Context: an optimization exercise on an open-source flow, tuned for small area, a short achievable clock period and few clock cycles. The choices shown serve that exercise and are no tape-out recipe.
For this run, only the layout was checked, not whether the RTL still works.
Power and IR drop assume default switching activity.

## flow/design.v

```verilog
module proc_alu (
    input  wire        o_add,     
    input  wire        o_sub,     
    input  wire        o_mul,     
    input  wire        o_and,
    input  wire        o_or,
    input  wire        o_not,
    input  wire        o_xor,
    input  wire        o_shr,
    input  wire        o_shl,
    input  wire        o_ror,
    input  wire        o_rol,
    input  wire [2:0]  shamt,
    input  wire [15:0] a,
    input  wire [15:0] b,
    output wire [15:0] r,
    output wire        c,
    output wire        v
);
    wire [15:0] bb  = o_sub ? ~b : b;
    wire [16:0] sum = {1'b0, a} + {1'b0, bb} + {16'd0, o_sub};
    wire        av  = (a[15] == bb[15]) && (sum[15] != a[15]);
    wire [15:0] prod;
    wire        povf;
    proc_mul u_mul (.a(a), .b(b), .p(prod), .ovf(povf));
    wire [15:0] shr = a >> shamt;
    wire [15:0] shl = a << shamt;
    assign r = ({16{o_add | o_sub}} & sum[15:0])
             | ({16{o_mul}} & prod)
             | ({16{o_and}} & (a & b))
             | ({16{o_or }} & (a | b))
             | ({16{o_not}} & ~a)
             | ({16{o_xor}} & (a ^ b))
             | ({16{o_shr}} & shr)
             | ({16{o_shl}} & shl)
             | ({16{o_ror}} & {a[0], a[15:1]})
             | ({16{o_rol}} & {a[14:0], a[15]});
    assign c = ((o_add | o_sub) & sum[16]) | (o_mul & povf);
    assign v = ((o_add | o_sub) & av) | (o_mul & povf);
endmodule
module proc_mul (
    input  wire [15:0] a,
    input  wire [15:0] b,
    output wire [15:0] p,
    output wire        ovf
);
    wire [16:0] p17 = {1'b0, a} * {1'b0, b};
    assign p = p17[15:0];
    wire [15:0] ga, gb;    
    genvar i;
    generate
        for (i = 0; i < 16; i = i + 1) begin : g_ge
            assign ga[i] = |a[15:i];
            assign gb[i] = |b[15:i];
        end
    endgenerate
    wire [14:0] big;
    generate
        for (i = 1; i < 16; i = i + 1) begin : g_big
            assign big[i-1] = ga[i] & gb[16-i];
        end
    endgenerate
    assign ovf = p17[16] | (|big);
endmodule
module proc_core (
    input  wire         clk,
    input  wire         rst,
    input  wire         load_valid,
    input  wire [15:0]  load_addr,
    input  wire [15:0]  load_word,
    input  wire         start,
    output wire [9:0]   imem_addr,
    input  wire [15:0]  imem_rdata,
    output reg  [9:0]   dmem_addr,
    output reg          dmem_we,
    output reg  [15:0]  dmem_wdata,
    input  wire [15:0]  dmem_rdata,
    output wire [7:0]   stk_addr,
    output wire         stk_we,
    output wire [15:0]  stk_wdata,
    input  wire [15:0]  stk_rdata,
    output reg  [2:0]   run_state,
    output reg          evt_valid,
    output reg  [3:0]   evt_code,
    output reg  [15:0]  evt_data,
    output wire [15:0]  obs_pc,
    output wire [15:0]  obs_ir,
    output wire [15:0]  obs_sp,
    output wire [3:0]   obs_flags,    
    output wire [127:0] obs_regs      
);
    localparam [2:0] S_IDLE = 3'd0, S_RUNNING = 3'd1, S_HALTED = 3'd2,
                     S_FAULTED = 3'd3, S_LOAD_FAILED = 3'd4;
    localparam [3:0] E_REPORT = 4'd1, E_MEM_WARN = 4'd2, E_STACK_OVF = 4'd3,
                     E_STACK_UNF = 4'd4, E_DECODE_FATAL = 4'd5,
                     E_HALT_SENTINEL = 4'd6, E_HALT_PC_RANGE = 4'd7,
                     E_LOAD_BAD_ADDR = 4'd8, E_LOAD_EMPTY = 4'd9;
    reg [15:0] pc, ir;
    reg [8:0]  sw;          
    reg        fz, fs, fc, fv;
    reg [15:0] regs [0:7];
    reg        accepted;    
    reg        pend;        
    assign obs_pc    = pc;
    assign obs_ir    = ir;
    assign obs_sp    = {1'b1, 5'b00000, sw, 1'b0};
    assign obs_flags = {fz, fs, fc, fv};
    assign obs_regs  = {regs[7], regs[6], regs[5], regs[4],
                        regs[3], regs[2], regs[1], regs[0]};
    wire idle    = (run_state == S_IDLE);
    wire running = (run_state == S_RUNNING);
    wire [15:0] w   = ir;
    wire [3:0]  op  = w[15:12];
    wire        imm = w[11];
    wire [2:0]  rd  = w[10:8];
    wire [2:0]  rm  = w[7:5];
    wire [2:0]  rn  = w[4:2];
    wire [1:0]  sel = w[1:0];
    reg legal;
    always @* begin
        case (op)
            4'h0:    legal = imm || (sel != 2'd0) || (w == 16'h0000);
            4'h1, 4'h2, 4'hB, 4'hC: legal = 1'b1;
            4'h3, 4'h4, 4'h5, 4'h6, 4'h7, 4'h8, 4'h9, 4'hA, 4'hD, 4'hE:
                     legal = !imm;
            default: legal = 1'b0;
        endcase
    end
    wire is_nop   = (w == 16'h0000);
    wire is_jump  = (op == 4'h0) && imm;
    wire is_push  = (op == 4'h0) && !imm && (sel == 2'd1);
    wire is_pop   = (op == 4'h0) && !imm && (sel == 2'd2);
    wire is_cmp   = (op == 4'h0) && !imm && (sel == 2'd3);
    wire is_mov   = (op == 4'h1) && !imm;
    wire is_movi  = (op == 4'h1) && imm;
    wire is_store = (op == 4'h2) && !imm;
    wire is_stori = (op == 4'h2) && imm;
    wire is_load  = (op == 4'h3);
    wire is_alu   = (op >= 4'h4) && (op <= 4'hE);
    wire step = running && !pend && legal;
    wire [2:0]  ra = is_stori ? rd : rm;
    wire [15:0] xa = regs[ra];
    wire [15:0] xn = regs[rn];
    wire [15:0] alu_r;
    wire        alu_c, alu_v;
    proc_alu u_alu (
        .o_add (op == 4'h4),
        .o_sub (op == 4'h5 || op == 4'h0),
        .o_mul (op == 4'h6),
        .o_and (op == 4'h7),
        .o_or  (op == 4'h8),
        .o_not (op == 4'h9),
        .o_xor (op == 4'hA),
        .o_shr (op == 4'hB),
        .o_shl (op == 4'hC),
        .o_ror (op == 4'hD),
        .o_rol (op == 4'hE),
        .shamt (imm ? w[2:0] : 3'd1),
        .a     (xa),
        .b     (xn),
        .r     (alu_r),
        .c     (alu_c),
        .v     (alu_v)
    );
    reg taken;
    always @* begin
        case (sel)
            2'd0: taken = 1'b1;
            2'd1: taken = fz && !fs;
            2'd2: taken = fs && !fz;
            default: taken = !fz && !fs;
        endcase
    end
    wire [15:0] pc_inc  = (is_jump && taken) ? {{7{w[10]}}, w[10:2]} : 16'd2;
    wire [15:0] pc_next = pc + pc_inc;
    assign imem_addr = idle ? 10'd0 : pc_next[10:1];
    wire [15:0] maddr    = xa;
    wire        maddr_ok = !maddr[0] && (maddr[15:11] == 5'd0);
    wire        ld_ok    = !load_addr[0] && (load_addr[15:11] == 5'd0);
    wire        mem_op   = is_load || is_store || is_stori;
    wire        st_we    = step && (is_store || is_stori) && maddr_ok;
    wire [15:0] st_data  = is_stori ? {8'h00, w[7:0]} : xn;
    always @* begin
        if (idle) begin
            dmem_addr  = load_addr[10:1];
            dmem_wdata = load_word;
            dmem_we    = load_valid && ld_ok;
        end else begin
            dmem_addr  = maddr[10:1];
            dmem_wdata = st_data;
            dmem_we    = st_we;
        end
    end
    wire [15:0] fetched = (st_we && (maddr[10:1] == pc_next[10:1])) ? st_data : imem_rdata;
    wire        f_halt  = (fetched == 16'hFFFF) || (pc_next[15:11] != 5'd0);
    wire        stk_full  = (sw == 9'd0);
    wire        stk_empty = sw[8];
    wire [8:0]  sw_dec    = sw - 9'd1;
    assign stk_addr  = is_push ? ~sw_dec[7:0] : ~sw[7:0];
    assign stk_we    = step && is_push && !stk_full;
    assign stk_wdata = xn;
    always @* begin
        evt_valid = 1'b0;
        evt_code  = 4'd0;
        evt_data  = 16'h0000;
        if (idle) begin
            if (load_valid) begin
                if (!ld_ok) begin
                    evt_valid = 1'b1;
                    evt_code  = E_LOAD_BAD_ADDR;
                    evt_data  = load_addr;
                end
            end else if (start && !accepted) begin
                evt_valid = 1'b1;
                evt_code  = E_LOAD_EMPTY;
            end
        end else if (running) begin
            if (pend) begin
                evt_valid = 1'b1;
                evt_code  = (pc[15:11] != 5'd0) ? E_HALT_PC_RANGE : E_HALT_SENTINEL;
                evt_data  = pc;
            end else if (!legal) begin
                evt_valid = 1'b1;
                evt_code  = E_DECODE_FATAL;
                evt_data  = w;
            end else if (is_nop) begin
                evt_valid = 1'b1;
                evt_code  = E_REPORT;
                evt_data  = pc;
            end else if (is_push && stk_full) begin
                evt_valid = 1'b1;
                evt_code  = E_STACK_OVF;
                evt_data  = 16'h8000;
            end else if (is_pop && stk_empty) begin
                evt_valid = 1'b1;
                evt_code  = E_STACK_UNF;
                evt_data  = 16'h8200;
            end else if (mem_op && !maddr_ok) begin
                evt_valid = 1'b1;
                evt_code  = E_MEM_WARN;
                evt_data  = maddr;
            end
        end
    end
    reg        rf_we;
    reg [15:0] rf_wd;
    always @* begin
        rf_we = 1'b0;
        rf_wd = alu_r;
        if (is_pop) begin
            rf_we = 1'b1;
            rf_wd = stk_empty ? 16'h0000 : stk_rdata;
        end
        if (is_mov) begin
            rf_we = 1'b1;
            rf_wd = xa;
        end
        if (is_movi) begin
            rf_we = 1'b1;
            rf_wd = {8'h00, w[7:0]};
        end
        if (is_load) begin
            rf_we = maddr_ok;
            rf_wd = dmem_rdata;
        end
        if (is_alu)
            rf_we = 1'b1;
    end
    integer k;
    always @(posedge clk) begin
        if (rst) begin
            run_state <= S_IDLE;
            pc        <= 16'h0000;
            ir        <= 16'h0000;
            sw        <= 9'h100;
            fz        <= 1'b0;
            fs        <= 1'b0;
            fc        <= 1'b0;
            fv        <= 1'b0;
            accepted  <= 1'b0;
            pend      <= 1'b0;
            for (k = 0; k < 8; k = k + 1)
                regs[k] <= 16'h0000;
        end else begin
            case (run_state)
                S_IDLE: begin
                    if (load_valid) begin
                        if (ld_ok)
                            accepted <= 1'b1;
                        else
                            run_state <= S_LOAD_FAILED;
                    end else if (start) begin
                        if (accepted) begin
                            run_state <= S_RUNNING;
                            if (imem_rdata == 16'hFFFF)
                                pend <= 1'b1;
                            else
                                ir <= imem_rdata;
                        end else begin
                            run_state <= S_LOAD_FAILED;
                        end
                    end
                end
                S_RUNNING: begin
                    if (pend) begin
                        run_state <= S_HALTED;
                    end else if (!legal) begin
                        run_state <= S_FAULTED;
                    end else begin
                        pc <= pc_next;
                        if (f_halt)
                            pend <= 1'b1;
                        else
                            ir <= fetched;
                        if (is_push && !stk_full)
                            sw <= sw_dec;
                        if (is_pop && !stk_empty)
                            sw <= sw + 9'd1;
                        if (rf_we)
                            regs[rd] <= rf_wd;
                        if (is_alu || is_cmp) begin
                            fz <= (alu_r == 16'h0000);
                            fs <= alu_r[15];
                            fc <= alu_c;
                            fv <= alu_v;
                        end
                    end
                end
                default: ;  
            endcase
        end
    end
endmodule
```

## flow/run.sh

```bash
#!/bin/bash
# synth_recipe.tcl (not shown) runs the flow's synth.tcl, then flattens the netlist and writes it again
# the make line also repeats each setting of config.mk as NAME=value (left out here)
make -C /OpenROAD-flow-scripts/flow DESIGN_CONFIG=/design/flow/config.mk WORK_HOME=/design/flow/orfs CLKGATE_MAP_FILE= SYNTH_SCRIPT=/design/flow/synth_recipe.tcl finish
```

## flow/config.mk

```make
export PLATFORM = sky130hd
export DESIGN_NAME = proc_core
export DESIGN_NICKNAME = proc_core
export VERILOG_FILES = /design/flow/design.v
export SDC_FILE = /design/flow/constraint.sdc
export NUM_CORES = 4
export LEC_CHECK = 0
export CAP_MARGIN = 20
export CORE_MARGIN = 2
export CORE_UTILIZATION = 40
export SLEW_MARGIN = 20
```

## flow/constraint.sdc

```tcl
create_clock -name core_clock -period 15.0 [get_ports {clk}]
set_input_delay 3.0000 -clock core_clock [delete_from_list [all_inputs] [get_ports {clk}]]
set_output_delay 3.0000 -clock core_clock [all_outputs]
set_load 0.01 [all_outputs]
```

==> metrics.md <==
| Metric | Value |
|---|---|
| Outcome | `timing/DRC/antenna clean` |
| CTS Sinks | `181` |
| Area grow syn2layout | `21.9%` |
| WL/cell | `29.3 um` |
| Pin count of the biggest net entering global routing | `79` |
| Worst-path maximum fanout | `54` |
| Gpl congestion | `1.00` |
| Worst slew margin | `0.230` |
| Die Ht | `236 um` |
| Pwr Density | `61.9 mW/mm^2` |
| Worst setup EP type | `register` |
| Drt total wl | `105 mm` |
| Reg2reg start | `ir[13]` |
| Synth Area per Inst | `8.10 um^2` |
| Global-route met3 utilization | `0.0965` |
| Post-CTS Setup Inserts | `0` |
| Fin crit period | `between 10 and 15 ns` |
| Final hold vios | `0` |
| Tot Pwr | `1.62 mW` |
| PostCTS Resize Cnt | `0` |
| Commonest non-fill, non-tap cell in the layout | `nor2_1` |
| Die area | `approximately 0.056 mm^2` |
| Final setup viols | `0` |
| CP required | `15.20 ns` |
| Max-slew violation count | `0` |
| WP data arrival | `10.68 ns` |
| Placed cell count | `about 3600` |
| Post-DRT Antenna Nets | `0` |
| First-pass GRT wire length | `152 mm` |
| GR peak layer | `met2` |
| Yosys warns | `1` |
| Slew @ Worst Pin | `between 1 and 1.5 ns` |
| Via count of the first global-routing pass | `22300` |
| Drt drc | `0` |
| Clock Latency Late Sink | `between 0.5 and 0.6 ns` |
| Setup TNS | `0 ns` |
| Vias per cell | `6.37` |
| CTS buffer count | `17` |
| Leakage power | `10.1 nW` |
| Post-CTS Hold Fix Bufs | `0` |
| Gr ovfl total | `0` |
| CP Launch Type | `register` |
| Fmax | `0.0955 GHz` |
| DP HPWL | `76.5 mm` |
| RSZ-0062 raised after global routing | `false` |
| Mapped cell area | `0.0215 mm^2` |
| Initial antenna violation count | `2` |
| # nets final | `3183` |
| Clock Tree Root | `clkbuf_16` |
| Most frequent cells in the layout | `nor2_1, clkdlybuf4s50_1, nand2_1` |
| Cell count after synthesis | `about 2600` |
| Clock slew at reported path FFs | `0.08 ns` |
| Hold WC Path Type | `register to register` |
| Final worst slack | `4.52 ns` |
| Core ar. | `0.0528 mm^2` |
| Worst path top cell family by delay | `adder cells` |
| Clock skew | `between 0.02 and 0.025 ns` |
| CTS tree | `built` |
| Pre-CTS setup slack | `between 4 and 5 ns` |
| Drt pass-1 iters | `5` |
| R2r setup slk | `4.52 ns` |
| CTS max path bufs | `2` |
| Share of cells above drive strength 1 | `0.0768` |
| Gr usage total | `0.372` |
| Grt met1 use | `0.484` |
| Final non-filler cell total | `3591` |
| Synth Register Bits | `181` |
| Crit path launch | `ir[13]` |
| DIE WIDTH | `236 um` |
| Post-synth EDFFs | `128` |
| Seq/Total Area, Yosys | `0.228` |
| Initial Util | `0.407` |
| CP most frequent cell | `fa_1` |
| Crit path buffers/inverters | `7` |
| I/O pin cnt | `350` |
| Fill cell count | `a little over 5000` |
| 1st-iter DRT viols | `2729` |
| # rows | `84` |
| Final Util | `0.496` |
| CP Class | `register to register` |
| Max Cap Viol | `0` |
| Max VDD drop | `86.2 uV` |
| CTS H-tree depth | `4` |
| CP max-delay cell | `dfxtp_1` |
| Vias | `22900` |
| Asr flop ratio synth | `0` |
| Met2 Use GR | `0.570` |
| Port buffer count | `~340` |
| Max incr delay on CP | `0.73 ns` |
| Distinct cells, synth | `99` |
| Fin crit share | `0.698` |
| Synth Flop Type | `edfxtp_1` |
| Hold_sp | `accepted` |
==> worst register-to-register path: cells and delay by family (launching register included) <==
kind | cells | cell delay (ns)
AO/OA/AOI/OAI | 7 | 1.83
XOR/XNOR | 1 | 0.19
adder cells (fa/ha/maj) | 7 | 3.04
buffers and inverters | 7 | 1.52
flip-flops | 1 | 0.73
AND/OR/NAND/NOR | 7 | 2.85
==> cells by family (layout without fill, tap and decap cells) <==
group / Yosys count / after routing / synth area share
multiplexers: 109 / 109 / 0.0800
AO/OA/AOI/OAI: 616 / 616 / 0.197
AND/OR/NAND/NOR: 1057 / 1057 / 0.225
flip-flops: 181 / 181 / 0.228
XOR/XNOR: 96 / 96 / 0.0424
adder cells (fa/ha/maj): 210 / 210 / 0.156
buffers and inverters: 378 / 626 / 0.0704
other: 2 / 8 / 0.000350
==> sequential cells by signal (all words and copies together), names as in the netlist, named ones only <==
signal and cells:
fs 1, pend 1, accepted 1, sw 9
ir 16, fv 1, run_state 3, fz 1
fc 1, regs 128, pc 16
==> stage by stage <==
stage	hold WS, ns	cell area, um^2
2_1_floorplan	0.452	21500
3_3_place_gp	0.470	25500
3_5_place_dp	0.478	25500
4_1_cts	0.498	26100
5_1_grt	0.561	26200
6_report	0.500	26200
==> power by group <==
| group | leakage (nW) | internal (mW) | total (mW) | switching (mW) |
|---|---|---|---|---|
| sequential | 1.75 | 0.546 | 0.566 | 0.0209 |
| combinational | 8.01 | 0.237 | 0.566 | 0.330 |
| clock | 0.302 | 0.241 | 0.488 | 0.246 |
==> cell type report <==
cell class | instances | area, um^2 | share of cell area
multi-input cells | 2095 | 15100 | 0.578
flip-flops and latches | 181 | 4910 | 0.188
repair buffers | 416 | 3980 | 0.152
well taps | 688 | 861 | 0.0329
inverters | 178 | 668 | 0.0255
clock buffers | 17 | 425 | 0.0163
clock inverters | 15 | 200 | 0.00765
diodes | 1 | 2.50 | 0.0000956
==> path summary, 6_finish.rpt <==
check | endpoint | cells past startpoint
max | regs[4][15] | 29
min | accepted | 2
max reg2reg | regs[4][15] | 29
min reg2reg | accepted | 2
==> layer usage <==
metal	wire, um	part of all wire
met4	5580	0.053
met2	46300	0.44
met5	0	0
met1	42200	0.40
met3	11200	0.11
==> synth_stat cells, types with 25 or more instances <==
master    instances  share of area
a211oi_1         75          0.026
a21oi_1         133          0.031
a22oi_1          65          0.023
clkbuf_1        144          0.025
dfxtp_1          53          0.049
edfxtp_1        128           0.18
fa_1             96          0.090
ha_1            114          0.066
inv_1           168          0.029
mux2i_1          38          0.018
mux4_2           44          0.046
nand2_1         290          0.051
nand2b_1        105          0.031
nand3_1          40         0.0093
nor2_1          401          0.070
nor2b_1          39          0.011
nor3_1           62          0.014
o211ai_1         25         0.0087
o21ai_0         101          0.024
o22ai_1          33         0.0096
xnor2_1          67          0.027

## what the ideal ports hide
No port has a modelled driver above. Below, the same layout with a new extraction and two added sets of constraints.
Step 1 sets driving cells, clkbuf_16 on the clock port and buf_2 on the other inputs (assumed; they add their load-dependent delay and slew).
Step 2 adds t to the input delays and takes it off the output delays; t is the mean of the earliest and latest rising clock arrival at the registers after step 1. Input paths then give back, and output paths get back, about the clock's delay inside the block.
Three values: ideal ports, drivers, drivers and shift; two values: the first two.
shift t [ns]: 0.558
slack for setup (ns): 4.524 / 4.524 / 4.524
hold slack, ns: 0.500 / 0.500 / 0.500
clock arrival spread, ns: 0.021 / 0.021
worst data-port slew with drivers (ns): 0.06
After both steps this run still meets setup and hold. The setup slack of this run moves by 0.000 ns with the drivers and by 0.000 ns with both steps.
